Source: an optimization exercise on an open RTL-to-GDS flow (aim: small area). Production flows keep margins and buffers that such runs may drop.
Only simulation tests tie the RTL to the original design; equivalence was not proved.
Power is estimated from default activity; no workload was simulated.

Setup of run A:
## segblk
module segblk (
    input  wire         clk,
    input  wire         rst,           
    input  wire         cmd_valid,
    input  wire [31:0]  cmd,
    input  wire [15:0]  cnt_i,         
    input  wire         btn_i,         
    input  wire [3:0]   enc_digit_i,   
    input  wire [5:0]   obs_addr_i,    
    output wire [159:0] bank_o,        
    output wire         cmd_ready_o,
    output wire         blink_evt_o,
    output wire         btn_evt_o,
    output wire         ill_o,
    output wire [15:0]  enc_code_o,
    output wire         enc_valid_o,
    output reg  [7:0]   obs_data_o
);
Size: roughly 150 flip-flops, ~250 I/O pins, about 8000 um2 of cells after synthesis.
Settings: LEC_CHECK=0, ABC_AREA=1, CAP_MARGIN=20, CORE_MARGIN=2, CORE_UTILIZATION=40, GPL_TIMING_DRIVEN=0, SLEW_MARGIN=20; clock period 6.0 ns.
standard.sh (not shown) runs the stock make flow with config.mk's settings and CLKGATE_MAP_FILE= SYNTH_SCRIPT=/design/flow/synth_recipe.tcl, a recipe that flattens the netlist after the stock synthesis.
==> flow/flow/run.sh <==
#!/bin/bash
# Standard layout (standard.sh) with these changes:
#  - synthesis keeps the combinational ticker module (segblk_tick) apart
#    while mapping, and maps each module with its own area-oriented ABC
#    script (flow/synth.tcl, flow/tick.abc, flow/rest.abc), without the
#    full-adder cell extraction (ADDER_MAP_FILE empty); the result is
#    flattened as in synth_recipe.tcl, so the registers and their names are
#    the standard synthesis's;
#  - port buffers use the smallest buffer cell instead of the resizer's
#    default pick (a delay cell);
#  - buffers left by synthesis are removed at floorplan, as the default
#    timing-driven placement would do;
#  - the clock tree uses clkbuf_8 cells and no dummy loads.
set -euo pipefail
here=$(pwd)
export FLOW_ABC_TICK=$here/flow/tick.abc
export FLOW_ABC_REST=$here/flow/rest.abc
export SYNTH_HIERARCHICAL=1
export ADDER_MAP_FILE=
export BUFFER_PORTS_ARGS="-buffer_cell sky130_fd_sc_hd__buf_1"
export REMOVE_ABC_BUFFERS=1
export CTS_ARGS="-sink_clustering_enable -repair_clock_nets -buf_list sky130_fd_sc_hd__clkbuf_8 -sink_clustering_size 30 -sink_clustering_max_diameter 120 -dont_use_dummy_load"
sed "s#SYNTH_SCRIPT=[^ ]*#SYNTH_SCRIPT=$here/flow/synth.tcl#" standard.sh > own_standard.sh
bash own_standard.sh > standard_flow.log 2>&1
==> flow/flow/rest.abc <==
strash
&get -n
&deepsyn -T 0 -J 20
&put
strash
&get -n
&st
&dch -f
&nf -R 1000
&put
strash
&get -n
&st
&dch -f
&nf -R 1000
&put
topo
==> flow/flow/synth.tcl <==
# The standard synthesis script (synth_recipe.tcl), with the ABC script
# chosen per module: flow/tick.abc for the ticker arithmetic (segblk_tick,
# timing-critical) and flow/rest.abc for the top module. The same Yosys
# steps, register mapping, flattening and renaming as synth_recipe.tcl; only
# the combinational cell mapping differs.
proc synth {args} { yosys synth -nofsm -noshare {*}$args }
proc abc {args} {
  set i [lsearch -exact $args -script]
  set at [lreplace $args [expr {$i+1}] [expr {$i+1}] $::env(FLOW_ABC_TICK)]
  set ar [lreplace $args [expr {$i+1}] [expr {$i+1}] $::env(FLOW_ABC_REST)]
  yosys abc {*}$at segblk_tick
  yosys abc {*}$ar segblk
}
source $::env(SCRIPTS_DIR)/synth.tcl
# left out here: clear keep_hierarchy, flatten, clean up, hide names made inside functions, write 1_2_yosys.v
==> flow/flow/tick.abc <==
strash
&get -n
&st
&dch -f
&nf -R 1000
&put
strash
&get -n
&st
&dch -f
&nf -R 1000
&put
strash
&get -n
&st
&dch -f
&nf -R 1000
&put
topo
[inputs] run B vs run A
diff --git a/flow/flow/run.sh b/flow/flow/run.sh
--- a/flow/flow/run.sh
+++ b/flow/flow/run.sh
@@ -11,5 +11,7 @@
 #  - buffers left by synthesis are removed at floorplan, as the default
 #    timing-driven placement would do;
-#  - the clock tree uses clkbuf_8 cells and no dummy loads.
+#  - the clock tree uses clkbuf_8 cells and no dummy loads;
+#  - after global routing, gates off the critical paths are downsized
+#    again (RECOVER_POWER=100).
 set -euo pipefail
 here=$(pwd)
@@ -20,4 +22,5 @@
 export BUFFER_PORTS_ARGS="-buffer_cell sky130_fd_sc_hd__buf_1"
 export REMOVE_ABC_BUFFERS=1
+export RECOVER_POWER=100
 export CTS_ARGS="-sink_clustering_enable -repair_clock_nets -buf_list sky130_fd_sc_hd__clkbuf_8 -sink_clustering_size 30 -sink_clustering_max_diameter 120 -dont_use_dummy_load"
 sed "s#SYNTH_SCRIPT=[^ ]*#SYNTH_SCRIPT=$here/flow/synth.tcl#" standard.sh > own_standard.sh
Notes after the runs:
- The flow for run B finished, though final verification flagged capacitance limit, slew limit.
- Run B and run A ended up with roughly the same final non-filler cell area.
- Comparing run A with run B, the final clock skew came out essentially unchanged.
- Run B vs. run A: maximum operating frequency did not really move; share of the clock period used by the worst path after layout about even; switching power of the nets held; wire length after detailed routing level.
Inputs modified between run B and run C:
- changing CORE_UTILIZATION from 40 to 55
diff --git a/flow/flow/run.sh b/flow/flow/run.sh
--- a/flow/flow/run.sh
+++ b/flow/flow/run.sh
@@ -11,7 +11,5 @@
 #  - buffers left by synthesis are removed at floorplan, as the default
 #    timing-driven placement would do;
-#  - the clock tree uses clkbuf_8 cells and no dummy loads;
-#  - after global routing, gates off the critical paths are downsized
-#    again (RECOVER_POWER=100).
+#  - the clock tree uses clkbuf_8 cells and no dummy loads.
 set -euo pipefail
 here=$(pwd)
@@ -22,5 +20,4 @@
 export BUFFER_PORTS_ARGS="-buffer_cell sky130_fd_sc_hd__buf_1"
 export REMOVE_ABC_BUFFERS=1
-export RECOVER_POWER=100
 export CTS_ARGS="-sink_clustering_enable -repair_clock_nets -buf_list sky130_fd_sc_hd__clkbuf_8 -sink_clustering_size 30 -sink_clustering_max_diameter 120 -dont_use_dummy_load"
 sed "s#SYNTH_SCRIPT=[^ ]*#SYNTH_SCRIPT=$here/flow/synth.tcl#" standard.sh > own_standard.sh
==> summary.txt <==
No stage failed in run C, and the final checks on the layout all came back clean. Run C vs run B — buffer count excluding the clock tree in the final layout dropped slightly. Between run C and run B, it is run C whose maximum ir drop on the vdd rail is higher, by 0.000016 V. [compare] base=run B new=run C: worst setup slack after layout neither gained nor lost much, clock network fraction of total power went down 0.5 points, combinational power shows no meaningful change, detailed-routing wirelength on met1 -11%, first-iteration DRC count +44. The die area in run B is 1.4 times that in run C.
Setup changes, run C to run D
- changing CORE_UTILIZATION from 55 to 65
- setting PLACE_DENSITY to 0.75 for the first time
==> summary.txt <==
In the tables for run C and run D, met3 usage in global routing reads lower with run C.
As of run D, wire length on met2 had fallen by a few percent compared to run C.
On total power, run C and run D are basically level.
Re number of hold-repair buffers added at the cts stage: no difference whatsoever between run C and run D.
Row HPWL after detailed placement: run D lower / run C higher
Run D vs run C, slowest library cell on the worst path: or3_4 vs or3_1
Of the two candidates, run C has the worse routed wire length and run D the better one.

-- afterwards: timing with drivers on the ports --
Ports are ideal in the flow. The routed layouts listed here were re-timed in OpenROAD.
Step 1 (the two cells are an assumption about what drives the block):
set clk [get_ports {clk}]
set_driving_cell -lib_cell sky130_fd_sc_hd__clkbuf_16 $clk
set_driving_cell -lib_cell sky130_fd_sc_hd__buf_2 [delete_from_list [all_inputs] $clk]
Step 2, shift: input delay + t, output delay - t, t = (earliest + latest rising clock arrival at the registers) / 2. This alone moves slack from input paths to output paths.
Three values: no drivers, after step 1, after step 2; two values: the first two.
run	shift t [ns]	setup slack, ns	cell pins on the clock port's net
run A	0.491	0.422 / 0.432 / -0.060	1
run B	0.494	0.423 / 0.433 / -0.061	1
run C	0.494	0.422 / 0.440 / -0.054	1
run D	0.485	0.352 / 0.370 / -0.115	1
For run B, which loses most, drivers alone change the setup slack by +0.010 ns; drivers and shift together by -0.484 ns.
